From an optimization exercise on the open Yosys and OpenROAD flow, aimed at small area; shortcuts taken in it are not production practice.
At most, simulation tests tie the RTL to the original design; equivalence was not proved.
Only the layout flow was run in run 7; the RTL was not checked for function there.
Power and IR drop assume default switching activity. No driver is modelled on the clock port, so clocking that relies on it looks cheaper here than on a real chip.

### flow/config.mk
export PLATFORM = sky130hd
export DESIGN_NAME = ca_core
export DESIGN_NICKNAME = ca_core
export VERILOG_FILES = /design/flow/design.v
export SDC_FILE = /design/flow/constraint.sdc
export NUM_CORES = 4
export LEC_CHECK = 0
export ABC_AREA = 1
export CAP_MARGIN = 20
export CORE_MARGIN = 2
export CORE_UTILIZATION = 55
export GPL_TIMING_DRIVEN = 0
export SLEW_MARGIN = 20
### flow/constraint.sdc
create_clock -name core_clock -period 10.0 [get_ports {clk}]
set_input_delay 2.0000 -clock core_clock [delete_from_list [all_inputs] [get_ports {clk}]]
set_output_delay 2.0000 -clock core_clock [all_outputs]
set_load 0.01 [all_outputs]
### flow/design.v
module ca_core (
    input  wire        clk,
    input  wire        rst,           
    output wire        imem_re,
    output wire [9:0]  imem_addr,
    input  wire [15:0] imem_rdata,
    output wire        dmem_re,
    output wire        dmem_we,
    output wire [15:0] dmem_addr,
    output wire [7:0]  dmem_wdata,
    input  wire [7:0]  dmem_rdata,
    output wire        halted,
    output wire        fault,
    output wire [15:0] fault_pc,
    output wire [15:0] fault_word,
    output wire        eff_valid,
    output wire [15:0] eff_pc,
    output wire        eff_reg_we,
    output wire [5:0]  eff_reg_idx,
    output wire [7:0]  eff_reg_val,
    output wire        eff_mem_we,
    output wire [10:0] eff_mem_addr,
    output wire [7:0]  eff_mem_val,
    output wire        eff_redirect,
    output wire [15:0] eff_target,
    output wire [4:0]  eff_sreg,
    output wire [4:0]  obs_sreg
);
    reg  [255:0] ring0;           
    reg  [255:0] ring1;           
    reg  [4:0]   cnt;             
    reg          clr;             
    reg  [9:0]   pc;
    reg          ovf;             
    reg          bvalid;          
    reg  [7:0]   breg;
    reg          sr_z, sr_n, sr_c, sr_v, sr_s;
    wire [15:0] w  = imem_rdata;
    wire [3:0]  op = w[15:12];
    wire [5:0]  rs = w[11:6];
    wire [5:0]  lo = w[5:0];
    wire op_add  = (op == 4'd0);
    wire op_sub  = (op == 4'd1);
    wire op_mul  = (op == 4'd2);
    wire op_movi = (op == 4'd3);
    wire op_beqz = (op == 4'd4);
    wire op_andi = (op == 4'd5);
    wire op_eor  = (op == 4'd6);
    wire op_br   = (op == 4'd7);
    wire op_sal  = (op == 4'd8);
    wire op_sar  = (op == 4'd9);
    wire op_ldr  = (op == 4'd10);
    wire op_str  = (op == 4'd11);
    wire rfmt    = op_add | op_sub | op_mul | op_eor | op_br;
    wire invalid = op[3] & op[2];
    wire endw    = (w == 16'h0000);
    wire [7:0] h0 = clr ? 8'h00 : ring0[7:0];
    wire [7:0] h1 = clr ? 8'h00 : ring1[7:0];
    wire [7:0] a     = rs[5] ? h1 : h0;
    wire [7:0] bhead = lo[5] ? h1 : h0;
    wire       rs_hit = (cnt == rs[4:0]);
    wire       rt_hit = (cnt == lo[4:0]);
    wire       shift  = op_sal | op_sar;
    wire       big    = lo[5] | lo[4] | lo[3];
    wire [7:0] onehot = big ? 8'h00 : (8'h01 << lo[2:0]);
    wire [7:0] bsrc   = rfmt ? bhead : shift ? onehot : {lo[5], lo[5], lo};
    wire       bready = !rfmt || rt_hit;
    wire [7:0] b      = breg;
    wire exec = !ovf && !invalid && !endw && rs_hit && bvalid;
    wire [7:0] bx   = op_sub ? ~b : b;
    wire [8:0] sum  = {1'b0, a} + {1'b0, bx} + {8'd0, op_sub};
    wire [7:0] arev  = {a[0], a[1], a[2], a[3], a[4], a[5], a[6], a[7]};
    wire [7:0] fill  = big ? 8'hff : (8'h01 << lo[2:0]) - 8'h01;
    wire [7:0] mx    = op_sar ? arev : a;
    wire [7:0] pp [0:7];
    genvar gj, gk;
    generate for (gj = 0; gj < 8; gj = gj + 1) begin : g_pp
        assign pp[gj] = b[gj] ? (mx << gj) : 8'd0;
    end endgenerate
    wire [7:0] rs_ [0:7];
    wire [7:0] rc_ [0:7];
    assign rs_[0] = pp[0];
    assign rc_[0] = 8'd0;
    generate for (gj = 1; gj < 8; gj = gj + 1) begin : g_row
        for (gk = 0; gk < 8; gk = gk + 1) begin : g_col
            wire x = rs_[gj-1][gk];
            wire y = pp[gj][gk];
            wire z = (gk == 0) ? 1'b0 : rc_[gj-1][gk-1];
            assign rs_[gj][gk] = x ^ y ^ z;
            assign rc_[gj][gk] = (x & y) | (z & (x ^ y));
        end
    end endgenerate
    wire [8:0] fc;
    wire [7:0] prod;
    assign fc[0] = 1'b0;
    generate for (gk = 0; gk < 8; gk = gk + 1) begin : g_fin
        wire x = rs_[7][gk];
        wire z = (gk == 0) ? 1'b0 : rc_[7][gk-1];
        assign prod[gk] = x ^ z ^ fc[gk];
        assign fc[gk+1] = (x & z) | (fc[gk] & (x ^ z));
    end endgenerate
    wire [7:0] prs   = prod | (fill & {8{a[7] & op_sar}});
    wire [7:0] srev  = {prs[0], prs[1], prs[2], prs[3], prs[4], prs[5], prs[6], prs[7]};
    reg [7:0] r;
    always @(*) begin
        case (op)
            4'd0, 4'd1: r = sum[7:0];
            4'd2, 4'd8: r = prod;
            4'd5:       r = a & b;
            4'd6:       r = a ^ b;
            4'd9:       r = srev;
            4'd10:      r = dmem_rdata;
            default:    r = b;
        endcase
    end
    wire wr_reg = op_add | op_sub | op_mul | op_movi | op_andi | op_eor |
                  op_sal | op_sar | op_ldr;
    wire wr_zn  = op_add | op_sub | op_mul | op_andi | op_eor | op_sal | op_sar;
    wire wr_cvs = op_add | op_sub;
    wire c_new = op_sub ? !sum[8] : sum[8];
    wire v_new = (a[7] == bx[7]) && (sum[7] != a[7]);
    wire new_z = wr_zn  ? (r == 8'h00)   : sr_z;
    wire new_n = wr_zn  ? r[7]           : sr_n;
    wire new_c = wr_cvs ? c_new          : sr_c;
    wire new_v = wr_cvs ? v_new          : sr_v;
    wire new_s = wr_cvs ? (r[7] ^ v_new) : sr_s;
    wire        taken_beqz = op_beqz && (a == 8'h00);
    wire [5:0]  offs = taken_beqz ? lo : 6'd0;
    wire        neg  = taken_beqz & lo[5];
    wire [16:0] ic;
    wire [15:0] inc;
    wire [15:0] ia = {6'd0, pc};
    wire [15:0] ib = {{10{neg}}, offs};
    assign ic[0] = 1'b1;
    genvar gi;
    generate for (gi = 0; gi < 16; gi = gi + 1) begin : g_inc
        assign inc[gi]    = ia[gi] ^ ib[gi] ^ ic[gi];
        assign ic[gi + 1] = (ia[gi] & ib[gi]) | (ic[gi] & (ia[gi] ^ ib[gi]));
    end endgenerate
    wire        redirect = taken_beqz | op_br;
    wire [15:0] target   = op_br ? {a, b} : inc;
    wire w0 = exec && wr_reg && !rs[5];
    wire w1 = exec && wr_reg &&  rs[5];
    always @(posedge clk) begin
        ring0 <= {(w0 ? r : h0), ring0[255:8]};
        ring1 <= {(w1 ? r : h1), ring1[255:8]};
        if (!bvalid)
            breg <= bsrc;
        if (rst) begin
            cnt    <= 5'd0;
            clr    <= 1'b1;
            pc     <= 10'd0;
            ovf    <= 1'b0;
            bvalid <= 1'b0;
            sr_z   <= 1'b0;
            sr_n   <= 1'b0;
            sr_c   <= 1'b0;
            sr_v   <= 1'b0;
            sr_s   <= 1'b0;
        end else begin
            cnt <= cnt + 5'd1;
            if (cnt == 5'd31)
                clr <= 1'b0;
            bvalid <= !exec && (bvalid || bready);
            if (exec) begin
                sr_z <= new_z;
                sr_n <= new_n;
                sr_c <= new_c;
                sr_v <= new_v;
                sr_s <= new_s;
                pc   <= target[9:0];
                ovf  <= |target[15:10];
            end
        end
    end
    assign imem_re   = 1'b1;
    assign imem_addr = pc;
    assign dmem_re    = 1'b1;
    assign dmem_we    = exec && op_str;
    assign dmem_addr  = {{10{lo[5]}}, lo};
    assign dmem_wdata = a;
    assign halted     = ovf || endw;
    assign fault      = !ovf && invalid;
    assign fault_pc   = {6'd0, pc};
    assign fault_word = w;
    assign eff_valid    = exec;
    assign eff_pc       = {6'd0, pc};
    assign eff_reg_we   = wr_reg;
    assign eff_reg_idx  = rs;
    assign eff_reg_val  = r;
    assign eff_mem_we   = op_str && !lo[5];
    assign eff_mem_addr = {{5{lo[5]}}, lo};
    assign eff_mem_val  = a;
    assign eff_redirect = redirect;
    assign eff_target   = target;
    assign eff_sreg     = {new_c, new_v, new_n, new_s, new_z};
    assign obs_sreg = {sr_c, sr_v, sr_n, sr_s, sr_z};
endmodule
### flow/flow/run.sh
#!/bin/bash
# The standard layout (standard.sh) with these changes:
#  - synthesis is the standard synthesis except that ABC maps the logic
#    for area with flow/area.abc (flow/synth_area.tcl); registers are mapped
#    exactly as in the standard synthesis,
#  - the netlist's buffers are removed at floorplan (REMOVE_ABC_BUFFERS),
#  - ports are buffered with sky130_fd_sc_hd__buf_1,
#  - clock tree synthesis builds larger sink clusters and adds no dummy loads.
# Every tool's output goes to standard.log (ORFS keeps per-step logs too).
set -uo pipefail
here=$(pwd)
export BUFFER_PORTS_ARGS="-buffer_cell sky130_fd_sc_hd__buf_1"
export REMOVE_ABC_BUFFERS=1
export SKIP_REPAIR_TIE_FANOUT=1
export CTS_ARGS="-sink_clustering_enable -repair_clock_nets -dont_use_dummy_load -buf_list sky130_fd_sc_hd__clkbuf_16 -sink_clustering_size 34 -sink_clustering_max_diameter 100"
export AREA_ABC_SCRIPT="$here/flow/area.abc"
sed "s#SYNTH_SCRIPT=[^ ]*#SYNTH_SCRIPT=$here/flow/synth_area.tcl#" standard.sh > area_standard.sh
if ! grep -q "SYNTH_SCRIPT=$here/flow/synth_area.tcl" area_standard.sh; then
  echo "could not point standard.sh at flow/synth_area.tcl" >&2
  exit 1
fi
bash area_standard.sh > standard.log 2>&1
### flow/flow/area.abc
strash
dch -f
amap
### flow/flow/synth_area.tcl
# The standard synthesis (synth_recipe.tcl), except that ABC maps for
# area with the script in area.abc instead of ORFS's abc_area.script.
proc synth {args} { yosys synth -nofsm -noshare {*}$args }
proc abc {args} {
  set i [lsearch -exact $args -script]
  if {$i >= 0} {
    set args [lreplace $args $i [expr {$i + 1}] -script $::env(AREA_ABC_SCRIPT)]
  }
  yosys abc {*}$args
}
source $::env(SCRIPTS_DIR)/synth.tcl
# left out here: clear keep_hierarchy, flatten, clean up, hide names made inside functions, write 1_2_yosys.v
### flow/standard.sh
#!/bin/bash
# synth_recipe.tcl (not shown) runs the flow's synth.tcl, then flattens the netlist and writes it again
# the make line also repeats each setting of config.mk as NAME=value (left out here)
make -C /OpenROAD-flow-scripts/flow DESIGN_CONFIG=/design/flow/config.mk WORK_HOME=/design/flow/orfs CLKGATE_MAP_FILE= SYNTH_SCRIPT=/design/flow/synth_recipe.tcl "${@:-finish}"
==> results of run 1 <==
layer usage:
layer | global-route usage [%] | vias up | part of all wire (%)
met5 | 0 | - | 0
met4 | 5.25 | 0 | 2.6
met3 | 3.10 | 42 | 5.9
met2 | 27.7 | 212 | 43
met1 | 27.2 | 3705 | 48
li1 | - | 3859 | -
critical path: cells and delay by family:
family	cells	cell delay, ns
compound gates	4	0.88
fa+ha+maj	6	2.98
buf+inv	7	0.88
simple gates	6	0.98
repair_timing:
action / CTS / global route
pin swaps: 2 / 1
endpoints found under the setup margin: 19 / 3
hold endpoints to repair: 0 / 0
cloned: 0 / 0
gates resized for setup: 24 / 12
buffers inserted: 2 / 2
where the power goes:
group / internal [W] / total, W / switching [W] / leakage (nW)
sequential: 0.00218 / 0.00219 / 0.00000849 / 4.39
combinational: 0.0000616 / 0.000197 / 0.000135 / 1.41
clock: 0.000363 / 0.000929 / 0.000566 / 0.246
total: 0.00260 / 0.00331 / 0.000709 / 6.05
synth_stat cells, types with 2 or more instances:
cell | number | area [µm²]
nand4_1 | 3 | 18.8
nand2_1 | 46 | 173
a21oi_1 | 44 | 220
nand3_1 | 4 | 20.0
o221ai_1 | 3 | 26.3
buf_4 | 101 | 758
o31ai_1 | 2 | 15.0
or2_0 | 6 | 37.5
o21ai_0 | 30 | 150
a211oi_1 | 2 | 15.0
edfxtp_1 | 8 | 240
clkinv_1 | 80 | 300
a221oi_1 | 2 | 17.5
conb_1 | 2 | 7.51
o221a_1 | 4 | 45.0
a222oi_1 | 3 | 30.0
nor2b_1 | 12 | 75.1
xor2_1 | 4 | 35.0
nor4_1 | 8 | 50.1
a22oi_1 | 13 | 97.6
a32oi_1 | 4 | 35.0
dfxtp_1 | 535 | 10700
o22ai_1 | 44 | 275
o22a_1 | 6 | 52.6
o2111ai_1 | 6 | 52.6
o32a_1 | 4 | 40.0
nor2_1 | 98 | 368
fa_1 | 25 | 500
nor3_1 | 16 | 80.1
ha_1 | 25 | 313
nand2b_1 | 2 | 12.5
o21a_1 | 3 | 22.5
final cells by class:
| class | count | area (µm²) | area share, % |
|---|---|---|---|
| sequential | 543 | 11000 | 69.2 |
| timing repair buffer | 167 | 656 | 4.14 |
| antenna | 2 | 5.00 | 0.0316 |
| clock buffer | 20 | 500 | 3.16 |
| multi-input combinational | 428 | 2980 | 18.8 |
| tap | 341 | 427 | 2.69 |
| inverter | 80 | 314 | 1.98 |
per-stage QoR:
step	TNS (ns)	util (%)	hold slack [ns]	worst slack (ns)
6_report	0	59.2	0.305	0.291
5_1_grt	0	59.2	0.306	0.00284
4_1_cts	0	59.0	0.301	0.0352
3_5_place_dp	-11.11	56.7	0.312	-1.75
3_3_place_gp	-11.32	56.6	0.311	-1.79
2_1_floorplan	0	-	0.310	0.0375
flip-flops by register name (all words and copies together) (netlist names):
name / cells
sr_c: 1
clr: 1
sr_n: 1
ring0: 256
sr_s: 1
bvalid: 1
sr_z: 1
pc: 10
sr_v: 1
ring1: 256
ovf: 1
cnt: 5
breg: 8
path summary, 6_finish.rpt:
path / startpoint / to / depth (start not counted)
max: imem_rdata[14] / eff_sreg[0] / 23
min: ring1[67]$_DFF_P_ / ring1[59]$_DFF_P_ / 0
max reg2reg: clr$_SDFFE_PP1N_ / ovf$_SDFFE_PP0P_ / 25
min reg2reg: ring1[67]$_DFF_P_ / ring1[59]$_DFF_P_ / 0
cell families (layout without fill, tap and decap cells):
| logic type | count (synthesis) | in the layout | share of synthesized area (%) |
|---|---|---|---|
| DFF | 543 | 543 | 73.7 |
| other | 2 | 4 | 0.0506 |
| buffers and inverters | 181 | 267 | 7.13 |
| and+or+nand+nor | 198 | 198 | 5.76 |
| xor gates and xnor gates | 4 | 4 | 0.236 |
| adders and majority gates | 50 | 50 | 5.48 |
| AOI/OAI and AO/OA | 174 | 174 | 7.62 |
==> reports/qor.yml, run 1 <==
outcome: "complete, no violations"
clk_path_buf_depth: 3
cp.required_ns: 8.00
synthCells: 1152
die-width_um: 168
dp.cells: 1555
clockRootBuffer: "clkbuf_16"
synth_ff_type: "dfxtp_1"
finalPower_w: 0.00331
clock_latency_ns: 0.55
nFillCells: 2232
placementRows: 60
synth_edf_count: 8
numCtsBuffers: 20
drc: 0
rrSetupSlack_ns: 3.73
start_util_pct: 55.6
drt-vias-per-instance: 4.94
worstPathArrival_ns: 7.71
post_drt_wl_per_cell_um: 16.7
cts_tree: "built"
drive_gt1_share_pct: 4.77
syn_to_final_growth_pct: 6.60
synth_cell_types: 39
core_area_um2: 26700
min_path_type: "reg2reg"
path_class: "in2out"
ys_ff_latch: 543
cp_max_fo: 15
grt_max_degree: 35
slowest_delay_ns: 0.59
power_density_nw_per_um2: 209
rsz0062_at_grt: "no"
portBuffers: 161
fmax_ghz: 0.103
tightest_slew_ns: 0.992
ios: 176
grt.overflow.total: 0
drt_iter0_drc: 563
drt-pass1-iter-count: 5
skew_ns: 0.0858
die-height_um: 168
crit_top_cell: "fa_1"
synthArstFlopShare_pct: 0
final_nets: 1316
grt_pass1_vias: 7189
die_area_um2: 28300
critPathSlowestCell: "fa_1"
end_kind: "primary output"
fin_crit_sh_pct: 97.1
cts_sinks: 543
fin_area_um2: 15800
slew_headroom_pct: 33.2
cts-htree-levels: 1
place_congestion: 0.921
ir_drop_v: 0.000173
hold_viol: 0
crit_path_start_kind: "primary input"
antenna_found_initial: 1
synth.avg_cell_area_um2: 12.9
final_common_cell: "dfxtp_1"
setup_viol: 0
grt_pass1_wl_um: 40300
final_cells: 1581
ctsHoldBuffers: 0
worstPathCellList: "buf_1 -> inv_2 -> nand2_2 -> nor2_4 -> clkinv_2 -> nor2_4 -> inv_4 -> o22ai_1 -> nor2_1 -> ha_1 -> clkinv_1 -> fa_1 -> fa_1 -> fa_1 -> fa_1 -> fa_1 -> o21ai_0 -> nand2_1 -> o2111ai_1 -> nor4_2 -> a32oi_1 -> clkinv_1 -> buf_1"
yosysSeqAreaShare_pct: 73.7
ant_nets: 0
hpwl_um: 18600
route.vias.total: 7818
leakage_nw: 6.05
cap_violations: 0
grt_usage_pct: 18.3
wl_um: 26300
dpl_cell_area_um2: 15200
ys_warn_count: 1
fin_crit_ns: 9.71
final_cell_mix: "535 x dfxtp_1, 158 x buf_1, 94 x nor2_1, 71 x clkinv_1, 45 x nand2_1"
syn_area_um2: 14900
maxSlewViolCount: 0
path_clk_slew_ns: 0.11
==> run 2, diff against run 1 <==
==> flow/flow/area.abc (replaced) <==
strash
dc2
dch -f
amap
==> reports/qor.yml, run 2 <==
outcome: "complete, no violations"
synth_cell_types: 41  # +5.1%
grt_pass1_wl_um: 41400  # +2.7%
rrSetupSlack_ns: 3.32  # -0.41 ns
slew_headroom_pct: 28.2  # -5.0 points
fin_area_um2: 16000  # +1.2%
startpoint: "imem_rdata[14]"
die-width_um: 168  # -0.16%
post_drt_wl_per_cell_um: 17.0  # +1.8%
synthCells: 1150  # -0.17%
ys_warn_count: 1  # unchanged
synthArstFlopShare_pct: 0  # unchanged
synthTopCellsByArea: "dfxtp_1 72%, buf_4 5.1%, fa_1 3.4%"
fmax_ghz: 0.103  # -0.17%
route.vias.total: 8018  # +2.6%
hpwl_um: 18700  # +0.51%
p_switching_w: 0.000695  # -2.0%
reg.largest.list: "ring0: 256 flops, ring1: 256 flops, pc: 10 flops"
cp.buffers_inverters: 10  # +3
final_nets: 1339  # +1.7%
maxSlewViolCount: 0  # unchanged
power_density_nw_per_um2: 206  # -1.4%
core_area_um2: 26700  # -0.28%
grt_max_degree: 35  # unchanged
drive_gt1_share_pct: 6.82  # +2.1 points
slowest_delay_ns: 0.56  # -0.03 ns
clockRootBuffer: "clkbuf_16"
internal-power_w: 0.00261  # +0.21%
grt.overflow.total: 0  # unchanged
drt-vias-per-instance: 5.00  # +1.2%
yosysTopAreaCell: "dfxtp_1"
r2r-end: "ovf$_SDFFE_PP0P_"
synth.avg_cell_area_um2: 12.9  # -0.16%
fin_crit_sh_pct: 97.3  # +0.17 points
final_common_cell: "dfxtp_1"
syn_to_final_growth_pct: 8.24
syn_area_um2: 14800  # -0.33%
seqPwrFrac_pct: 66.2  # +0.2 points
crit_path_start_kind: "primary input"
ant_nets: 0  # unchanged
portBuffers: 161  # unchanged
end_kind: "primary output"
dpl_cell_area_um2: 15100  # -0.42%
path_clk_slew_ns: 0.11  # about the same
cts-htree-levels: 1  # unchanged
path_class: "in2out"
pwr-share-clk_pct: 28.7  # +0.7 points
setup_viol: 0  # unchanged
ys_ff_latch: 543  # unchanged
endpoint: "eff_reg_val[0]"
hold_viol: 0  # unchanged
synth_ff_type: "dfxtp_1"
cts_tree: "built"
worstPathArrival_ns: 7.73  # +0.02 ns
drt-pass1-iter-count: 6  # +1
wl_um: 27200  # +3.2%
clk_path_buf_depth: 3  # unchanged
cp.depth: 30  # +30%
cp.required_ns: 8.00  # about the same
finalPower_w: 0.00331  # -0.27%
sw_frac_of_total_pct: 21.0  # -0.37 points
drt_iter0_drc: 560  # -0.53%
antenna_found_initial: 3  # +2
r2r-start: "clr$_SDFFE_PP1N_"
ir_drop_v: 0.000167  # -3.8%
skew_ns: 0.0884  # +0.00259 ns
grt_pass1_vias: 7364  # +2.4%
tightest_slew_ns: 1.07  # +0.0813 ns
synth_edf_count: 8  # unchanged
placementRows: 60  # unchanged
place_congestion: 0.910  # -1.2%
cap_violations: 0  # unchanged
reg2reg_depth: 24  # -4.0%
final_cell_mix: "535 x dfxtp_1, 154 x buf_1, 86 x clkinv_1, 81 x nor2_1, 56 x o22ai_1"
ios: 176  # unchanged
leakage_nw: 6.16  # +1.9%
min_path_type: "reg2reg"
yosysMostFrequentCell: "dfxtp_1"
pwr-share-comb_pct: 5.1  # -0.8 points
cts_sinks: 543  # unchanged
yosysSeqAreaShare_pct: 74.0  # +0.24 points
fin_crit_ns: 9.73  # +0.0166 ns
critPathSlowestCell: "fa_1"
start_util_pct: 55.5  # about the same
grt_usage_pct: 18.8  # +0.45 points
synth_top_area_share_pct: 72.4  # +0.24 points
cp_max_fo: 6  # -9
die-height_um: 168  # -0.16%
clock_latency_ns: 0.54  # about the same
numCtsBuffers: 21  # +5.0%
synthTopCellsByCount: "535 x dfxtp_1, 101 x buf_4, 91 x clkinv_1"
cpLargestDelayFamily: "adder cells"
die_area_um2: 28200  # -0.32%
drc: 0  # unchanged
-- run 2: cell count changes in the layout (fill, tap and decap cells not counted), sizes merged, moves of 6 or more --
cell	delta
a21oi	-17
a22oi	-11
a31oi	+7
buf	+21
clkinv	+16
nand2	+6
nor2	-13
nor2b	-9
o21ai	+7
o22ai	+24
-- run 2: final cells by class --
cell class	count	area, µm²
flip-flops and latches	543	11000
well taps	341	427
multi-input cells	415	2920
diodes	1	2.50
clock buffers	21	526
inverters	91	357
repair buffers	190	835
repair inverters	1	5.00
fillers	2159	10600
-- run 2: what timing repair did --
action / CTS / global route
gates cloned: 0 / 1
buffers inserted: 18 / 9
hold buffers: 0 / 0
gates resized for setup: 36 / 15
endpoints found under the setup margin: 18 / 12
pin swaps: 8 / 6
-- run 2: how the worst min path moves through the flow --
stage / from / endpoint / slack, ns / cells after the start
floorplan: ring0[8]$_DFF_P_ / ring0[0]$_DFF_P_ / 0.31 / 0
global placement: ring0[145]$_DFF_P_ / ring0[137]$_DFF_P_ / 0.31 / 0
detailed placement: ring1[207]$_DFF_P_ / ring1[199]$_DFF_P_ / 0.31 / 0
CTS: ring0[250]$_DFF_P_ / ring0[242]$_DFF_P_ / 0.26 / 0
global route: ring0[250]$_DFF_P_ / ring0[242]$_DFF_P_ / 0.25 / 0
finish: ring0[250]$_DFF_P_ / ring0[242]$_DFF_P_ / 0.25 / 0
-- run 2: metal layers --
layer	routed length [µm]	vias up	global-route usage, %
met2	11400	229	27.3
met3	1400	60	2.89
met4	919	2	6.60
li1	-	3933	-
met1	13500	3794	28.5
met5	13	-	0.696
-- run 2: logic make-up (layout without fill, tap and decap cells) --
family	after synthesis	after routing	synth area share (%)
AOI/OAI and AO/OA	184	184	7.96
xor gates and xnor gates	1	1	0.0592
adders and majority gates	50	50	5.49
buffers and inverters	192	303	7.43
DFF	543	543	74.0
other	2	3	0.0507
and+or+nand+nor	178	178	5.03
-- run 2: power groups by stage --
stage	Clock (W)	Sequential, W	Combinational [W]
global placement	0	0.00224	0.000149
floorplan	0	0.00223	0.0000797
global route	0.00105	0.00219	0.000183
finish	0.000949	0.00219	0.000169
detailed placement	0	0.00224	0.000150
CTS	0.000980	0.00219	0.000161
-- run 2: stage by stage --
| stage | util, % | setup WS [ns] | setup TNS (ns) | hold WS [ns] | std cells |
|---|---|---|---|---|---|
| final | 60.1 | 0.274 | 0 | 0.252 | 1603 |
| after global routing | 60.1 | -0.00248 | -0.00248 | 0.249 | 1602 |
| after CTS | 59.7 | 0.00710 | 0 | 0.257 | 1592 |
| after detailed placement | 56.6 | -2.24 | -13.89 | 0.312 | 1553 |
| after global placement | 56.6 | -2.23 | -13.75 | 0.310 | 1551 |
| after floorplan | - | -0.316 | -0.531 | 0.310 | 1049 |
==> run 3, diff against run 2 <==
==> flow/flow/area.abc (replaced) <==
strash
dch -f
amap
--- a/flow/config.mk
+++ b/flow/config.mk
@@ -12,2 +12,3 @@
 export GPL_TIMING_DRIVEN = 0
+export PLACE_DENSITY = 0.8
 export SLEW_MARGIN = 20
==> reports/qor.yml, run 3 <==
dp_slack_ns: -1.95  # +0.292 ns
die_area_um2: 28300  # +0.32%
dp.cells: 1555  # +0.13%
grt_usage_pct: 19.6  # +0.85 points
fmax_ghz: 0.103  # about the same
ios: 176  # unchanged
r2r-start: "clr$_SDFFE_PP1N_"
slew_headroom_pct: 31.6  # +3.4 points
synth_ff_type: "dfxtp_1"
final_nets: 1318  # -1.6%
core_area_um2: 26700  # +0.28%
worstHoldEndpoint: "ring0[32]$_DFF_P_"
synthCells: 1152  # +0.17%
setup_viol: 0  # unchanged
ir_drop_v: 0.000148  # -11%
grt.overflow.total: 0  # unchanged
reg2reg_depth: 25  # +4.2%
final_cell_mix: "535 x dfxtp_1, 155 x buf_1, 94 x nor2_1, 71 x clkinv_1, 45 x nand2_1"
min_path_type: "reg2reg"
wl_um: 28100  # +3.3%
drt-vias-per-instance: 5.10  # +1.9%
cts_tree: "built"
final_common_cell: "dfxtp_1"
regArea_um2: 11000  # unchanged
syn_to_final_growth_pct: 7.09
synthTopCellsByCount: "535 x dfxtp_1, 101 x buf_4, 98 x nor2_1"
syn_area_um2: 14900  # +0.33%
grt_pass1_wl_um: 42800  # +3.5%
skew_ns: 0.122  # +0.0331 ns
r2r-end: "ovf$_SDFFE_PP0P_"
numCtsBuffers: 20  # -4.8%
rsz0062_at_grt: "no"
drt_iter0_drc: 664  # +19%
path_class: "in2out"
synth_top_area_share_pct: 72.1  # -0.24 points
die-width_um: 168  # +0.16%
hold_viol: 0  # unchanged
synthTopCellsByArea: "dfxtp_1 72%, buf_4 5.1%, fa_1 3.4%"
final_cells: 1582  # -1.3%
clockRootBuffer: "clkbuf_16"
ys_warn_count: 1  # unchanged
portBuffers: 161  # unchanged
cap_violations: 0  # unchanged
post_drt_wl_per_cell_um: 17.8  # +4.7%
hpwl_um: 19700  # +5.5%
die-height_um: 168  # +0.16%
yosysMostFrequentCell: "dfxtp_1"
tightest_slew_ns: 1.02  # -0.0504 ns
place_congestion: 0.914  # +0.40%
leakage_nw: 6.07  # -1.4%
finish.utilization_pct: 59.5  # -0.61 points
end_kind: "primary output"
synthArstFlopShare_pct: 0  # unchanged
fin_crit_sh_pct: 97.3  # about the same
outcome: "complete, no violations"
synth.avg_cell_area_um2: 12.9  # +0.16%
crit_path_start_kind: "primary input"
ctsHoldBuffers: 0  # unchanged
drt-pass1-iter-count: 5  # -1
synth_cell_types: 39  # -4.9%
layout_setup_ws_ns: 0.275  # +0.000583 ns
start_util_pct: 55.6  # about the same
cts-htree-levels: 1  # unchanged
holdWs_ns: 0.292  # +0.0397 ns
nFillCells: 2091  # -3.1%
maxSlewViolCount: 0  # unchanged
antenna_found_initial: 1  # -2
grt_max_degree: 35  # unchanged
worstPathArrival_ns: 7.73  # about the same
min_path_cells: 0  # unchanged
ys_ff_latch: 543  # unchanged
clock_latency_ns: 0.55  # about the same
cp.required_ns: 8.00  # about the same
clk_path_buf_depth: 3  # unchanged
placementRows: 60  # unchanged
path_clk_slew_ns: 0.11  # about the same
yosysSeqAreaShare_pct: 73.7  # -0.24 points
reg.largest.list: "ring0: 256 flops, ring1: 256 flops, pc: 10 flops"
rrSetupSlack_ns: 3.83  # +0.51 ns
cts_sinks: 543  # unchanged
ant_nets: 0  # unchanged
synth_edf_count: 8  # unchanged
fin_crit_ns: 9.73  # -0.000583 ns
drive_gt1_share_pct: 5.32  # -1.5 points
route.vias.total: 8062  # +0.55%
power_density_nw_per_um2: 209  # +1.3%
yosysTopAreaCell: "dfxtp_1"
setup_tns_ns: 0  # unchanged
drc: 0  # unchanged
cp_max_fo: 7  # +1
multi_input_area_um2: 3030  # +3.6%
hp-start: "ring0[40]$_DFF_P_"
grt_pass1_vias: 7705  # +4.6%
## run 3: changes by cell type in the layout (fill, tap and decap cells not counted), moves of 9 or more
cell	delta
a21oi_1	+18
a22oi_1	+11
buf_4	-20
clkinv_1	-15
nor2_1	+13
nor2b_1	+9
o22ai_1	-21
## run 3: how the worst max path moves through the flow
stage                         startpoint  depth (start not counted)          end  slack (ns)
after floorplan           imem_rdata[14]                         24  eff_sreg[0]        0.04
after global placement    imem_rdata[15]                         25  eff_sreg[0]       -2.11
after detailed placement  imem_rdata[15]                         25  eff_sreg[0]       -1.95
after CTS                 imem_rdata[14]                         24  eff_sreg[0]       0.009
after global routing      imem_rdata[14]                         37  eff_sreg[0]      0.0009
final                     imem_rdata[14]                         23  eff_sreg[0]        0.27
## run 3: cells by family after synthesis
kind of cell,Yosys count,synth area share [%]
AO/OA/AOI/OAI,174,7.62
XOR/XNOR,4,0.236
adder cells (fa/ha/maj),50,5.48
buffers and inverters,181,7.13
flip-flops,543,73.7
other,2,0.0506
AND/OR/NAND/NOR,198,5.76
## run 3: per-stage QoR
step,cell area [µm²],power [W]
floorplan,14100,0.00234
global placement,15100,0.00242
detailed placement,15200,0.00243
CTS,15800,0.00334
global route,15900,0.00344
finish,15900,0.00332
## run 3: cell type report
class                      count  area share (%)
tap                          341            2.68
antenna                        1          0.0157
clock buffer                  20            3.15
timing repair buffer         169            4.25
inverter                      80            2.02
sequential                   543            68.9
multi-input combinational    428            19.0
## run 3: power breakdown
part	switching [W]	internal (W)
logic	0.000140	0.0000635
clock network	0.000567	0.000363
registers	0.00000844	0.00218
## run 3: worst max-delay path, cell delays in order
cell,delay [ns]
buf_2,0.15
inv_2,0.10
nand2_2,0.10
nor2_4,0.17
inv_4,0.08
nor2_4,0.19
clkinv_4,0.11
o22ai_1,0.19
nor2_1,0.07
ha_1,0.29
clkinv_1,0.08
fa_1,0.52
fa_1,0.54
fa_1,0.53
fa_1,0.54
fa_1,0.60
o21ai_0,0.09
nand2_1,0.10
o2111ai_1,0.40
nor4_2,0.40
a32oi_2,0.17
inv_2,0.13
clkbuf_2,0.14
## run 3: routing by layer
layer | GRT usage, % | wire length (µm) | share of wire, %
met3 | 3.08 | 1550 | 5.5
met2 | 30.9 | 12500 | 44
met5 | 0 | 11 | 0.039
met4 | 6.71 | 983 | 3.5
met1 | 27.8 | 13100 | 47
## run 3: timing repair
item / in CTS / in global routing
endpoints found under the hold margin: 0 / 0
setup buffers: 2 / 4
setup endpoints to repair: 18 / 3
gates resized for setup: 28 / 21
pin swaps: 3 / 4
==> run 4, diff against run 3 <==
--- a/flow/config.mk
+++ b/flow/config.mk
@@ -11,4 +11,3 @@
 export CORE_UTILIZATION = 55
-export GPL_TIMING_DRIVEN = 0
-export PLACE_DENSITY = 0.8
+export GPL_TIMING_DRIVEN = 1
 export SLEW_MARGIN = 20
==> reports/qor.yml, run 4 <==
outcome: "complete, no violations"
drt-vias-per-instance: 4.99  # -2.1%
sw_frac_of_total_pct: 21.4  # -0.16 points
clock_latency_ns: 0.57  # +0.02 ns
fin_crit_sh_pct: 95.8  # -1.4 points
end_kind: "primary output"
synthCells: 1152  # unchanged
grt_pass1_vias: 7378  # -4.2%
ys_ff_latch: 543  # unchanged
grt.overflow.total: 0  # unchanged
synth_cell_types: 39  # unchanged
worstPathCellList: "buf_1 -> clkinv_1 -> nand2_1 -> nor2_1 -> clkinv_1 -> nor2_1 -> clkinv_1 -> buf_4 -> o22ai_2 -> nor2_1 -> ha_1 -> fa_1 -> fa_1 -> fa_1 -> clkinv_1 -> fa_1 -> fa_1 -> o21ai_0 -> nand2_1 -> o2111ai_1 -> nor4_2 -> a32oi_2 -> clkinv_1 -> buf_1"
cpLargestDelayFamily: "adder cells"
yosysTopAreaCell: "dfxtp_1"
antenna_found_initial: 0  # -1
route.vias.total: 8001  # -0.76%
r2r-start: "clr$_SDFFE_PP1N_"
syn_to_final_growth_pct: 7.02  # about the same
crit_path_start_kind: "primary input"
reg2reg_depth: 26  # +4.0%
synth_top_area_share_pct: 72.1  # unchanged
clockRootBuffer: "clkbuf_16"
ctsHoldBuffers: 0  # unchanged
wl_um: 27400  # -2.4%
synthTopCellsByCount: "535 x dfxtp_1, 101 x buf_4, 98 x nor2_1"
post_drt_wl_per_cell_um: 17.1  # -3.7%
ys_warn_count: 1  # unchanged
final_nets: 1340  # +1.7%
synth_ff_type: "dfxtp_1"
power_density_nw_per_um2: 209  # about the same
final_cell_mix: "535 x dfxtp_1, 161 x buf_1, 98 x nor2_1, 80 x clkinv_1, 46 x nand2_1"
p_switching_w: 0.000709  # -0.90%
tightest_slew_ns: 1.15  # +0.123 ns
drt-pass1-iter-count: 7  # +2
start_util_pct: 55.6  # unchanged
antennaDiodeCount: 0  # -1
ir_drop_v: 0.000168  # +14%
setup_viol: 0  # unchanged
rsz0062_at_grt: "no"
pwr-share-clk_pct: 28.0  # about the same
maxSlewViolCount: 0  # unchanged
fmax_ghz: 0.104  # +1.5%
placementRows: 60  # unchanged
ios: 176  # unchanged
dp.cells: 1583  # +1.8%
drt_iter0_drc: 554  # -17%
numCtsBuffers: 20  # unchanged
slew_headroom_pct: 22.9  # -8.7 points
cp.buffers_inverters: 8  # +1
place_congestion: 0.938  # +2.7%
grt_usage_pct: 19.2  # -0.45 points
r2r-end: "ovf$_SDFFE_PP0P_"
synth.avg_cell_area_um2: 12.9  # unchanged
synthArstFlopShare_pct: 0  # unchanged
clk_path_buf_depth: 3  # unchanged
die-height_um: 168  # unchanged
path_clk_slew_ns: 0.11  # about the same
min_path_type: "reg2reg"
reg.largest.list: "ring0: 256 flops, ring1: 256 flops, pc: 10 flops"
core_area_um2: 26700  # unchanged
regArea_um2: 11000  # unchanged
cts-htree-levels: 1  # unchanged
synthTopCellsByArea: "dfxtp_1 72%, buf_4 5.1%, fa_1 3.4%"
ant_nets: 0  # unchanged
grt_max_degree: 35  # unchanged
slowest_delay_ns: 0.60  # about the same
hpwl_um: 19700  # +0.24%
drive_gt1_share_pct: 4.52  # -0.81 points
synth_edf_count: 8  # unchanged
leakage_nw: 6.12  # +0.73%
cap_violations: 0  # unchanged
multi_input_area_um2: 2890  # -4.6%
die_area_um2: 28300  # unchanged
nFillCells: 2196  # +5.0%
portBuffers: 161  # unchanged
skew_ns: 0.107  # -0.0146 ns
die-width_um: 168  # unchanged
cp_max_fo: 12  # +5
final_common_cell: "dfxtp_1"
cts_sinks: 543  # unchanged
critPathSlowestCell: "fa_1"
setup_tns_ns: 0  # unchanged
cp.required_ns: 8.00  # about the same
internal-power_w: 0.00261  # about the same
rrSetupSlack_ns: 3.77  # -0.06 ns
yosysSeqAreaShare_pct: 73.7  # unchanged
syn_area_um2: 14900  # unchanged
cp.depth: 24  # +4.3%
cts_tree: "built"
path_class: "in2out"
yosysMostFrequentCell: "dfxtp_1"
drc: 0  # unchanged
fin_crit_ns: 9.58  # -0.144 ns
hold_viol: 0  # unchanged
grt_pass1_wl_um: 41700  # -2.6%
worstPathArrival_ns: 7.58  # -0.15 ns
seqPwrFrac_pct: 66.0  # about the same
final_cells: 1603  # +1.3%
hp-start: "ring1[35]$_DFF_P_"
pwr-share-comb_pct: 6.0  # about the same
startpoint: "imem_rdata[14]"
endpoint: "eff_sreg[0]"
run 4: cell counts after synthesis:
Identical to the previous run, type by type.
run 4: how the worst min path moves through the flow:
stage | end | cells past startpoint | slack, ns
2_1_floorplan | ring0[0]$_DFF_P_ | 0 | 0.31
3_3_place_gp | ring1[84]$_DFF_P_ | 0 | 0.31
3_5_place_dp | ring0[196]$_DFF_P_ | 0 | 0.31
4_1_cts | ring1[27]$_DFF_P_ | 0 | 0.29
5_1_grt | ring1[27]$_DFF_P_ | 0 | 0.30
6_report | ring1[27]$_DFF_P_ | 0 | 0.30
run 4: stage by stage:
| step | instance area [µm²] | total power (W) | utilization [%] | setup WS, ns | hold WS, ns |
|---|---|---|---|---|---|
| 2_1_floorplan | 14100 | 0.00234 | - | 0.0375 | 0.310 |
| 6_report | 15900 | 0.00332 | 59.5 | 0.419 | 0.297 |
| 3_5_place_dp | 15400 | 0.00243 | 57.5 | 0.261 | 0.312 |
| 3_3_place_gp | 15400 | 0.00243 | 57.5 | 0.413 | 0.311 |
| 4_1_cts | 15900 | 0.00335 | 59.3 | 0.256 | 0.287 |
| 5_1_grt | 15900 | 0.00344 | 59.5 | 0.0723 | 0.297 |
run 4: timing repair:
item,CTS,global route
setup endpoints to repair,0,1
buffers inserted,0,0
resized for setup,0,6
endpoints found under the hold margin,0,0
run 4: cells by family (layout without fill, tap and decap cells):
group / Yosys count / in the layout / synth area share, %
other cells: 2 / 2 / 0.0506
xor+xnor: 4 / 4 / 0.236
flops: 543 / 543 / 73.7
fa+ha+maj: 50 / 50 / 5.48
compound gates: 174 / 174 / 7.62
buf+inv: 181 / 291 / 7.13
simple gates: 198 / 198 / 5.76
run 4: power by group through the flow:
stage | clock, W | sequential (W) | combinational, W
floorplan | 0 | 0.00224 | 0.000107
global placement | 0 | 0.00224 | 0.000196
detailed placement | 0 | 0.00224 | 0.000196
CTS | 0.000966 | 0.00219 | 0.000197
global route | 0.00103 | 0.00219 | 0.000220
finish | 0.000928 | 0.00219 | 0.000200
run 4: layer usage:
metal	vias up	global-route usage, %	part of all wire [%]
met2	216	28.8	42
met5	-	0	0
li1	3925	-	-
met4	0	6.93	3.6
met3	64	3.50	5.5
met1	3796	27.9	49
run 4: layout make-up:
| cell class | instances | share of cell area [%] |
|---|---|---|
| Clock buffer | 20 | 3.15 |
| Multi-Input combinational cell | 428 | 18.2 |
| Timing Repair Buffer | 191 | 5.22 |
| Sequential cell | 543 | 68.9 |
| Inverter | 80 | 1.89 |
| Tap cell | 341 | 2.68 |
==> run 5, diff against run 4 <==
--- a/flow/flow/run.sh
+++ b/flow/flow/run.sh
@@ -6,2 +6,3 @@
 #  - the netlist's buffers are removed at floorplan (REMOVE_ABC_BUFFERS),
+#  - constant outputs share tie cells (SKIP_REPAIR_TIE_FANOUT),
 #  - ports are buffered with sky130_fd_sc_hd__buf_1,
--- a/flow/config.mk
+++ b/flow/config.mk
@@ -11,3 +11,3 @@
 export CORE_UTILIZATION = 55
-export GPL_TIMING_DRIVEN = 1
+export GPL_TIMING_DRIVEN = 0
 export SLEW_MARGIN = 20
==> reports/qor.yml, run 5 <==
dp_slack_ns: -1.75  # -2.01 ns
path_clk_slew_ns: 0.11  # about the same
use_met2_pct: 27.7  # -1.0 points
path_class: "in2out"
fin_crit_ns: 9.71  # +0.128 ns
synthArstFlopShare_pct: 0  # unchanged
rsz0062_at_grt: "no"
yosysTopAreaCell: "dfxtp_1"
drt-pass1-iter-count: 5  # -2
drt-vias-per-instance: 4.94  # -0.93%
syn_area_um2: 14900  # unchanged
synth_edf_count: 8  # unchanged
ys_ff_latch: 543  # unchanged
finish.utilization_pct: 59.2  # -0.23 points
drc: 0  # unchanged
grt_use_met1_pct: 27.2  # -0.69 points
hpwl_um: 18600  # -5.9%
drt_iter0_drc: 563  # +1.6%
synth.avg_cell_area_um2: 12.9  # unchanged
setup_viol: 0  # unchanged
busiest_layer: "met2"
yosysMostFrequentCell: "dfxtp_1"
place_congestion: 0.921  # -1.9%
die_area_um2: 28300  # unchanged
placementRows: 60  # unchanged
hp-start: "ring1[67]$_DFF_P_"
yosysSeqAreaShare_pct: 73.7  # unchanged
core_area_um2: 26700  # unchanged
reg.largest.list: "ring0: 256 flops, ring1: 256 flops, pc: 10 flops"
fin_crit_sh_pct: 97.1  # +1.3 points
min_path_type: "reg2reg"
clock_latency_ns: 0.55  # -0.02 ns
worstPathArrival_ns: 7.71  # +0.13 ns
leakage_nw: 6.05  # -1.2%
drive_gt1_share_pct: 4.77  # +0.25 points
cts_sinks: 543  # unchanged
reg2reg_depth: 25  # -3.8%
power_density_nw_per_um2: 209  # +0.28%
fmax_ghz: 0.103  # -1.3%
grt_usage_pct: 18.3  # -0.85 points
dpl_cell_area_um2: 15200  # -1.3%
cp_max_fo: 15  # +3
maxSlewViolCount: 0  # unchanged
start_util_pct: 55.6  # unchanged
die-width_um: 168  # unchanged
final_nets: 1316  # -1.8%
ios: 176  # unchanged
clk_path_buf_depth: 3  # unchanged
hold_viol: 0  # unchanged
holdWs_ns: 0.305  # +0.00867 ns
cts_tree: "built"
grt.overflow.total: 0  # unchanged
synthCells: 1152  # unchanged
final_common_cell: "dfxtp_1"
end_kind: "primary output"
crit_path_start_kind: "primary input"
portBuffers: 161  # unchanged
skew_ns: 0.0858  # -0.0211 ns
numCtsBuffers: 20  # unchanged
grt_pass1_wl_um: 40300  # -3.4%
grt_max_degree: 35  # unchanged
cap_violations: 0  # unchanged
worstHoldEndpoint: "ring1[59]$_DFF_P_"
ant_nets: 0  # unchanged
fin_area_um2: 15800  # -0.39%
ys_warn_count: 1  # unchanged
tightest_slew_ns: 0.992  # -0.154 ns
r2r-start: "clr$_SDFFE_PP1N_"
clockRootBuffer: "clkbuf_16"
die-height_um: 168  # unchanged
final_cell_mix: "535 x dfxtp_1, 158 x buf_1, 94 x nor2_1, 71 x clkinv_1, 45 x nand2_1"
outcome: "complete, no violations"
min_path_cells: 0  # unchanged
nFillCells: 2232  # +1.6%
layout_setup_ws_ns: 0.291  # -0.128 ns
syn_to_final_growth_pct: 6.60
synth_cell_types: 39  # unchanged
grt_use_met3_pct: 3.10  # -0.40 points
rrSetupSlack_ns: 3.73  # -0.04 ns
wl_um: 26300  # -3.9%
antenna_found_initial: 1  # +1
slew_headroom_pct: 33.2  # +10 points
synthTopCellsByCount: "535 x dfxtp_1, 101 x buf_4, 98 x nor2_1"
r2r-end: "ovf$_SDFFE_PP0P_"
cp.required_ns: 8.00  # about the same
grt_pass1_vias: 7189  # -2.6%
synth_top_area_share_pct: 72.1  # unchanged
ir_drop_v: 0.000173  # +2.9%
post_drt_wl_per_cell_um: 16.7  # -2.6%
route.vias.total: 7818  # -2.3%
synthTopCellsByArea: "dfxtp_1 72%, buf_4 5.1%, fa_1 3.4%"
cts-htree-levels: 1  # unchanged
synth_ff_type: "dfxtp_1"
-- run 5: how the worst max path moves through the flow --
| stage | end | slack (ns) | cells after the start | from |
|---|---|---|---|---|
| 6_report | eff_sreg[0] | 0.29 | 23 | imem_rdata[14] |
| 5_1_grt | eff_sreg[0] | 0.003 | 26 | imem_rdata[14] |
| 4_1_cts | eff_sreg[0] | 0.04 | 22 | imem_rdata[11] |
| 3_5_place_dp | eff_sreg[0] | -1.75 | 25 | imem_rdata[15] |
| 3_3_place_gp | eff_sreg[0] | -1.79 | 25 | imem_rdata[15] |
| 2_1_floorplan | eff_sreg[0] | 0.04 | 24 | imem_rdata[14] |
-- run 5: layout make-up --
type,instances,area [µm²],area share (%)
Antenna cell,2,5.00,0.0316
Clock buffer,20,500,3.16
Multi-Input combinational cell,428,2980,18.8
Timing Repair Buffer,167,656,4.14
Tap cell,341,427,2.69
Inverter,80,314,1.98
Sequential cell,543,11000,69.2
-- run 5: cell families (layout without fill, tap and decap cells) --
family,count (synthesis),count (layout),share of synthesized area [%]
fa+ha+maj,50,50,5.48
buf+inv,181,267,7.13
compound gates,174,174,7.62
simple gates,198,198,5.76
flops,543,543,73.7
other cells,2,4,0.0506
xor+xnor,4,4,0.236
-- run 5: through the flow --
stage          setup TNS, ns  power [W]  cells
2_1_floorplan              0    0.00234   1051
3_3_place_gp          -11.32    0.00242   1553
3_5_place_dp          -11.11    0.00242   1555
4_1_cts                    0    0.00334   1577
5_1_grt                    0    0.00344   1579
6_report                   0    0.00331   1581
-- run 5: critical path: stages --
cell and delay, ns:
buf_1 0.14, inv_2 0.10, nand2_2 0.11, nor2_4 0.14
clkinv_2 0.14, nor2_4 0.18, inv_4 0.12, o22ai_1 0.20
nor2_1 0.07, ha_1 0.28, clkinv_1 0.08, fa_1 0.52
fa_1 0.54, fa_1 0.53, fa_1 0.52, fa_1 0.59
o21ai_0 0.12, nand2_1 0.10, o2111ai_1 0.39, nor4_2 0.38
a32oi_1 0.17, clkinv_1 0.14, buf_1 0.16
-- run 5: layer usage --
metal | vias to the layer above | part of all wire [%]
met3 | 42 | 5.9
met2 | 212 | 43
met1 | 3705 | 48
met4 | 0 | 2.6
li1 | 3859 | -
met5 | - | 0
-- run 5: power by group --
part	internal, W	switching (W)
logic	0.0000616	0.000135
clock network	0.000363	0.000566
registers	0.00218	0.00000849
total	0.00260	0.000709
-- run 5: repair_timing --
| action | in CTS | in global routing |
|---|---|---|
| setup endpoints to repair | 19 | 3 |
| buffers inserted | 2 | 2 |
| pin swaps | 2 | 1 |
| gates resized for setup | 24 | 12 |
| hold buffers | 0 | 0 |
==> run 6, diff against run 5 <==
--- a/flow/flow/run.sh
+++ b/flow/flow/run.sh
@@ -6,3 +6,2 @@
 #  - the netlist's buffers are removed at floorplan (REMOVE_ABC_BUFFERS),
-#  - constant outputs share tie cells (SKIP_REPAIR_TIE_FANOUT),
 #  - ports are buffered with sky130_fd_sc_hd__buf_1,
--- a/flow/config.mk
+++ b/flow/config.mk
@@ -8,3 +8,3 @@
 export ABC_AREA = 1
-export CAP_MARGIN = 20
+export CAP_MARGIN = 5
 export CORE_MARGIN = 2
@@ -12,2 +12,2 @@
 export GPL_TIMING_DRIVEN = 0
-export SLEW_MARGIN = 20
+export SLEW_MARGIN = 5
==> reports/qor.yml, run 6 <==
die_area_um2: 28300  # unchanged
cp.required_ns: 8.00  # about the same
holdWs_ns: 0.307  # +0.00138 ns
pwr-share-comb_pct: 6.0  # about the same
ir_drop_v: 0.000157  # -9.1%
synthArstFlopShare_pct: 0  # unchanged
drc: 0  # unchanged
synth_top_area_share_pct: 72.1  # unchanged
fin_crit_ns: 9.65  # -0.0588 ns
worstPathArrival_ns: 7.65  # -0.06 ns
post_drt_wl_per_cell_um: 16.6  # -0.20%
hold_viol: 0  # unchanged
drt-vias-per-instance: 4.95  # +0.18%
clockRootBuffer: "clkbuf_16"
drive_gt1_share_pct: 4.91  # +0.15 points
min_path_cells: 0  # unchanged
leakage_nw: 6.07  # +0.29%
path_clk_slew_ns: 0.11  # about the same
core_area_um2: 26700  # unchanged
grt_pass1_vias: 7220  # +0.43%
grt_pass1_wl_um: 40900  # +1.5%
clk_path_buf_depth: 3  # unchanged
final_cell_mix: "535 x dfxtp_1, 159 x buf_1, 94 x nor2_1, 73 x clkinv_1, 45 x nand2_1"
syn_to_final_growth_pct: 6.92
synth_edf_count: 8  # unchanged
busiest_layer: "met1"
worstHoldEndpoint: "ring0[99]$_DFF_P_"
synth_cell_types: 39  # unchanged
synthTopCellsByArea: "dfxtp_1 72%, buf_4 5.1%, fa_1 3.4%"
reg.largest.list: "ring0: 256 flops, ring1: 256 flops, pc: 10 flops"
crit_path_start_kind: "primary input"
start_util_pct: 55.6  # unchanged
grt.overflow.total: 0  # unchanged
placementRows: 60  # unchanged
tightest_slew_ns: 1.20  # +0.207 ns
yosysMostFrequentCell: "dfxtp_1"
cts-htree-levels: 1  # unchanged
die-width_um: 168  # unchanged
power_density_nw_per_um2: 209  # about the same
drt-pass1-iter-count: 5  # unchanged
hp-start: "ring0[107]$_DFF_P_"
nFillCells: 2218  # -0.63%
multi_input_area_um2: 3000  # +0.63%
ys_warn_count: 1  # unchanged
clock_latency_ns: 0.55  # about the same
setup_tns_ns: 0  # unchanged
slew_headroom_pct: 19.5  # -14 points
final_nets: 1320  # +0.30%
sw_frac_of_total_pct: 21.5  # +0.13 points
fin_crit_sh_pct: 96.5  # -0.59 points
ys_ff_latch: 543  # unchanged
cp_max_fo: 13  # -2
path_class: "in2out"
place_congestion: 0.921  # unchanged
cts_sinks: 543  # unchanged
reg2reg_depth: 25  # unchanged
use_met2_pct: 27.9  # +0.16 points
rrSetupSlack_ns: 3.76  # +0.03 ns
cts_tree: "built"
rsz0062_at_grt: "no"
ios: 176  # unchanged
regArea_um2: 11000  # unchanged
yosysSeqAreaShare_pct: 73.7  # unchanged
synthCells: 1152  # unchanged
setup_viol: 0  # unchanged
grt_max_degree: 35  # unchanged
cap_violations: 0  # unchanged
r2r-end: "ovf$_SDFFE_PP0P_"
die-height_um: 168  # unchanged
min_path_type: "reg2reg"
pwr-share-clk_pct: 28.1  # about the same
wl_um: 26400  # +0.12%
ant_nets: 0  # unchanged
portBuffers: 161  # unchanged
p_switching_w: 0.000716  # +0.86%
numCtsBuffers: 20  # unchanged
drt_iter0_drc: 610  # +8.3%
fmax_ghz: 0.104  # +0.61%
outcome: "complete, no violations"
skew_ns: 0.0829  # -0.00289 ns
seqPwrFrac_pct: 65.9  # about the same
r2r-start: "clr$_SDFFE_PP1N_"
synth_ff_type: "dfxtp_1"
synth.avg_cell_area_um2: 12.9  # unchanged
syn_area_um2: 14900  # unchanged
hpwl_um: 18500  # about the same
yosysTopAreaCell: "dfxtp_1"
grt_usage_pct: 18.5  # +0.24 points
internal-power_w: 0.00261  # +0.10%
grt_use_met3_pct: 3.34  # +0.24 points
maxSlewViolCount: 0  # unchanged
grt_use_met1_pct: 27.9  # +0.71 points
final_common_cell: "dfxtp_1"
antenna_found_initial: 1  # unchanged
route.vias.total: 7857  # +0.50%
synthTopCellsByCount: "535 x dfxtp_1, 101 x buf_4, 98 x nor2_1"
end_kind: "primary output"
## run 6: cell types whose count changed in the layout (fill, tap and decap cells not counted), sizes merged
cell    previous run  this run
diode              2         3
inv                4         3
buf              164       170
clkinv            75        76
clkbuf            23        21
## run 6: logic make-up after synthesis
family / Yosys count / share of synthesized area (%)
adders and majority gates: 50 / 5.48
DFF: 543 / 73.7
AOI/OAI and AO/OA: 174 / 7.62
and+or+nand+nor: 198 / 5.76
other: 2 / 0.0506
buffers and inverters: 181 / 7.13
xor gates and xnor gates: 4 / 0.236
## run 6: cell type report
| type | count | share of cell area, % |
|---|---|---|
| antenna | 3 | 0.0473 |
| inverter | 80 | 1.97 |
| tap | 341 | 2.69 |
| multi-input combinational | 428 | 18.9 |
| sequential | 543 | 69.0 |
| timing repair buffer | 171 | 4.30 |
| clock buffer | 20 | 3.15 |
## run 6: worst max-delay path by stage
| stage | cells past startpoint | start | slack (ns) | end |
|---|---|---|---|---|
| 6_report | 21 | imem_rdata[11] | 0.35 | eff_sreg[0] |
| 4_1_cts | 25 | imem_rdata[15] | 0.03 | eff_sreg[0] |
| 2_1_floorplan | 24 | imem_rdata[14] | 0.04 | eff_sreg[0] |
| 3_5_place_dp | 25 | imem_rdata[15] | -1.82 | eff_sreg[0] |
| 5_1_grt | 27 | imem_rdata[14] | 0.01 | eff_sreg[0] |
| 3_3_place_gp | 25 | imem_rdata[15] | -1.79 | eff_sreg[0] |
## run 6: stage by stage
step	utilization (%)	cell area, µm²	total power, W	setup slack [ns]	cells
floorplan	-	14100	0.00234	0.0375	1051
global placement	56.6	15100	0.00242	-1.79	1553
detailed placement	56.7	15200	0.00242	-1.82	1555
CTS	58.9	15800	0.00335	0.0262	1577
global route	59.4	15900	0.00345	0.0136	1583
finish	59.4	15900	0.00332	0.349	1586
## run 6: repair_timing
action	in CTS	in global routing
setup endpoints to repair	18	10
pin swaps	3	1
gates resized for setup	21	16
buffers inserted	2	5
hold buffers	0	0
## run 6: critical path: stages
cell       delay (ns)
buf_2            0.34
inv_4            0.16
o22ai_2          0.29
clkinv_2         0.22
o22ai_2          0.19
nor2_1           0.06
ha_1             0.28
clkinv_1         0.08
fa_1             0.52
fa_1             0.54
fa_1             0.53
fa_1             0.52
fa_1             0.44
nor2_1           0.11
nor2b_1          0.07
a21oi_1          0.24
o2111ai_4        0.23
nor4_2           0.33
a32oi_1          0.18
clkinv_1         0.14
buf_1            0.16
## run 6: per-layer routing
layer  share of wire, %  wire length, µm
met1                 49            13000
met2                 44            11600
met3                4.8             1280
met4                1.9              509
met5                  0                0
## run 6: power by group through the flow
stage	Combinational (W)	Clock [W]	Sequential (W)
2_1_floorplan	0.000107	0	0.00224
3_3_place_gp	0.000185	0	0.00224
3_5_place_dp	0.000186	0	0.00224
4_1_cts	0.000192	0.000965	0.00219
5_1_grt	0.000219	0.00104	0.00219
6_report	0.000200	0.000934	0.00219
==> run 7, diff against run 6 <==
--- a/flow/design.v
+++ b/flow/design.v
@@ -70,3 +70,11 @@
     wire [7:0] bx   = op_sub ? ~b : b;
-    wire [8:0] sum  = {1'b0, a} + {1'b0, bx} + {8'd0, op_sub};
+    wire [7:0] pp_ = a ^ bx;
+    wire [7:0] gg_ = a & bx;
+    wire [8:0] ac_;
+    assign ac_[0] = op_sub;
+    genvar gq;
+    generate for (gq = 0; gq < 8; gq = gq + 1) begin : g_add
+        assign ac_[gq + 1] = gg_[gq] | (pp_[gq] & ac_[gq]);
+    end endgenerate
+    wire [8:0] sum = {ac_[8], pp_ ^ ac_[7:0]};
     wire [7:0] arev  = {a[0], a[1], a[2], a[3], a[4], a[5], a[6], a[7]};
@@ -108,4 +116,4 @@
             4'd2, 4'd8: r = prod;
-            4'd5:       r = a & b;
-            4'd6:       r = a ^ b;
+            4'd5:       r = gg_;
+            4'd6:       r = pp_;
             4'd9:       r = srev;
--- a/flow/flow/run.sh
+++ b/flow/flow/run.sh
@@ -6,2 +6,3 @@
 #  - the netlist's buffers are removed at floorplan (REMOVE_ABC_BUFFERS),
+#  - constant outputs share tie cells (SKIP_REPAIR_TIE_FANOUT),
 #  - ports are buffered with sky130_fd_sc_hd__buf_1,
--- a/flow/config.mk
+++ b/flow/config.mk
@@ -8,3 +8,3 @@
 export ABC_AREA = 1
-export CAP_MARGIN = 5
+export CAP_MARGIN = 20
 export CORE_MARGIN = 2
@@ -12,2 +12,2 @@
 export GPL_TIMING_DRIVEN = 0
-export SLEW_MARGIN = 5
+export SLEW_MARGIN = 20
==> reports/qor.yml, run 7 <==
hpwl_um: 19000  # +2.4%
yosysMostFrequentCell: "dfxtp_1"
synth.avg_cell_area_um2: 13.3  # +2.8%
worstPathArrival_ns: 7.77  # +0.12 ns
grt.overflow.total: 0  # unchanged
use_met2_pct: 29.0  # +1.2 points
antennaDiodeCount: 0  # -3
synthCells: 1112  # -3.5%
min_path_type: "reg2reg"
ys_ff_latch: 543  # unchanged
drc: 0  # unchanged
drt-pass1-iter-count: 5  # unchanged
dp.cells: 1509  # -3.0%
power_density_nw_per_um2: 211  # +0.72%
outcome: "complete, no violations"
clock_latency_ns: 0.55  # about the same
ir_drop_v: 0.000178  # +13%
drive_gt1_share_pct: 5.72  # +0.81 points
finish.utilization_pct: 60.4  # +1.0 points
grt_use_met3_pct: 2.74  # -0.60 points
wl_um: 27000  # +2.4%
die_area_um2: 28100  # -0.71%
place_congestion: 0.891  # -3.3%
drt-vias-per-instance: 4.99  # +0.77%
slew_headroom_pct: 35.6  # +16 points
path_class: "in2out"
synth_edf_count: 8  # unchanged
synth_ff_type: "dfxtp_1"
crit_path_start_kind: "primary input"
grt_pass1_vias: 7069  # -2.1%
final_cell_mix: "535 x dfxtp_1, 155 x buf_1, 87 x nor2_1, 61 x clkinv_1, 44 x a21oi_1"
final_common_cell: "dfxtp_1"
hold_viol: 0  # unchanged
die-height_um: 168  # -0.36%
cts_sinks: 543  # unchanged
synthTopCellsByCount: "535 x dfxtp_1, 101 x buf_4, 92 x nor2_1"
antenna_found_initial: 0  # -1
grt_usage_pct: 19.1  # +0.58 points
setup_viol: 0  # unchanged
tightest_slew_ns: 0.963  # -0.235 ns
path_clk_slew_ns: 0.11  # about the same
fin_crit_ns: 9.77  # +0.117 ns
synth_cell_types: 38  # -2.6%
synthTopCellsByArea: "dfxtp_1 73%, buf_4 5.1%, fa_1 4.2%"
nFillCells: 2127  # -4.1%
grt_use_met1_pct: 28.4  # +0.48 points
ant_nets: 0  # unchanged
post_drt_wl_per_cell_um: 17.5  # +5.3%
ios: 176  # unchanged
grt_max_degree: 35  # unchanged
placementRows: 59  # -1.7%
busiest_layer: "met2"
final_cells: 1542  # -2.8%
portBuffers: 161  # unchanged
grt_pass1_wl_um: 40800  # -0.44%
cap_violations: 0  # unchanged
yosysTopAreaCell: "dfxtp_1"
ys_warn_count: 1  # unchanged
cp.required_ns: 8.00  # about the same
cts_tree: "built"
route.vias.total: 7698  # -2.0%
fin_area_um2: 15800  # -0.28%
yosysSeqAreaShare_pct: 74.3  # +0.54 points
final_nets: 1284  # -2.7%
syn_to_final_growth_pct: 7.41
syn_area_um2: 14700  # -0.73%
fin_crit_sh_pct: 97.7  # +1.2 points
numCtsBuffers: 21  # +5.0%
end_kind: "primary output"
core_area_um2: 26200  # -1.9%
skew_ns: 0.0728  # -0.0102 ns
dpl_cell_area_um2: 15100  # -0.49%
clk_path_buf_depth: 3  # unchanged
leakage_nw: 6.05  # -0.26%
reg.largest.list: "ring0: 256 flops, ring1: 256 flops, pc: 10 flops"
clockRootBuffer: "clkbuf_16"
fmax_ghz: 0.102  # -1.2%
synthArstFlopShare_pct: 0  # unchanged
maxSlewViolCount: 0  # unchanged
die-width_um: 168  # -0.36%
start_util_pct: 56.3  # +0.69 points
drt_iter0_drc: 526  # -14%
synth_top_area_share_pct: 72.6  # +0.53 points
cp_max_fo: 13  # unchanged
cts-htree-levels: 1  # unchanged
-- run 7: cell types whose count changed after synthesis, moves of 5 or more --
cell      change
clkinv_1     -12
nor2_1        -6
o22ai_1       -8
nor2b_1       -5
nand2_1       -9
a22oi_1       +6
o221a_1       +6
fa_1          +6
ha_1          -7
o21ai_0       -5
-- run 7: power breakdown --
part	total, W	internal [W]	leakage (nW)	switching [W]
sequential	0.00219	0.00218	4.39	0.00000720
clock	0.000964	0.000381	0.259	0.000583
combinational	0.000186	0.0000580	1.40	0.000128
-- run 7: cell type report --
type	count	area, µm²	area share, %
Clock buffer	21	526	3.32
Sequential cell	543	11000	69.2
Inverter	68	270	1.71
Multi-Input combinational cell	401	2950	18.6
Tap cell	335	419	2.65
Timing Repair Buffer	174	721	4.55
-- run 7: repair_timing --
item                       CTS  global route
cloned                       0             1
hold buffers                 0             0
setup endpoints to repair   19             4
pin swaps                    3             3
setup buffers                3             8
gates resized for setup     27            12
-- run 7: logic make-up after synthesis --
| logic type | Yosys count | share of synthesized area (%) |
|---|---|---|
| DFF | 543 | 74.3 |
| other | 2 | 0.0509 |
| buffers and inverters | 169 | 6.87 |
| xor gates and xnor gates | 2 | 0.119 |
| and+or+nand+nor | 178 | 5.24 |
| AOI/OAI and AO/OA | 169 | 7.71 |
| adders and majority gates | 49 | 5.74 |
-- run 7: final timing paths --
check	startpoint	end	cells after the start	slack, ns
worst max-delay path	imem_rdata[11]	eff_sreg[0]	20	0.23
worst min-delay path	ring0[136]$_DFF_P_	ring0[128]$_DFF_P_	0	0.27
worst min register to register	ring0[136]$_DFF_P_	ring0[128]$_DFF_P_	0	0.27
worst max register to register	clr$_SDFFE_PP1N_	ovf$_SDFFE_PP0P_	26	3.61
-- run 7: worst max-delay path, stage by stage --
cell and delay [ns]:
buf_4 0.26, clkinv_4 0.21, o22ai_2 0.36, inv_4 0.15, o22ai_2 0.17, nor2_1 0.06, ha_1 0.31, fa_1 0.53
fa_1 0.54, fa_1 0.56, clkinv_1 0.11, fa_1 0.53, fa_1 0.47, o21ai_2 0.23, o2111ai_1 0.18, a21oi_2 0.23
clkinv_1 0.11, nor4_1 0.31, a32o_1 0.25, buf_2 0.17
-- run 7: stage by stage --
step	power [W]	hold WS, ns	setup TNS [ns]	worst slack [ns]
2_1_floorplan	0.00233	0.310	-0.104	-0.104
3_3_place_gp	0.00241	0.311	-12.17	-2.16
3_5_place_dp	0.00241	0.312	-12.60	-2.20
4_1_cts	0.00336	0.271	0	0.00764
5_1_grt	0.00346	0.270	-0.00381	-0.00381
6_report	0.00334	0.271	0	0.232
-- run 7: layer usage --
| metal | vias up | wire length (µm) |
|---|---|---|
| met3 | 50 | 1200 |
| li1 | 3780 | - |
| met5 | - | 0 |
| met2 | 210 | 11600 |
| met1 | 3658 | 13400 |
| met4 | 0 | 769 |

re-timing with driven ports:
Ports are ideal in the flow. The routed layouts listed here were re-timed in OpenROAD.
Step 1 (the two cells are an assumption about what drives the block):
set clk [get_ports {clk}]
set_driving_cell -lib_cell sky130_fd_sc_hd__clkbuf_16 $clk
set_driving_cell -lib_cell sky130_fd_sc_hd__buf_2 [delete_from_list [all_inputs] $clk]
Step 2, shift: input delay + t, output delay - t, t = (earliest + latest rising clock arrival at the registers) / 2. This alone moves slack from input paths to output paths.
a / b / c = ideal ports / drivers / drivers and shift; a / b = the first two.
| run | t, ns | setup slack, ns | latest minus earliest clock arrival (ns) | worst data-port slew with drivers (ns) | cell pins on the clock port's net |
|---|---|---|---|---|---|
| run 1 | 0.554 | 0.291 / 0.267 / 0.267 | 0.086 / 0.086 | 0.06 | 1 |
| run 2 | 0.541 | 0.274 / 0.251 / 0.251 | 0.090 / 0.090 | 0.06 | 1 |
| run 3 | 0.537 | 0.275 / 0.253 / 0.253 | 0.121 / 0.122 | 0.07 | 1 |
| run 4 | 0.565 | 0.419 / 0.394 / 0.394 | 0.108 / 0.108 | 0.05 | 1 |
| run 5 | 0.554 | 0.291 / 0.267 / 0.267 | 0.086 / 0.086 | 0.06 | 1 |
| run 6 | 0.552 | 0.349 / 0.325 / 0.325 | 0.084 / 0.084 | 0.06 | 1 |
| run 7 | 0.565 | 0.232 / 0.209 / 0.209 | 0.075 / 0.075 | 0.05 | 1 |
After both steps setup and hold are still met in every run listed. For run 4, which loses most, drivers alone change the setup slack by -0.025 ns; drivers and shift together by -0.025 ns.
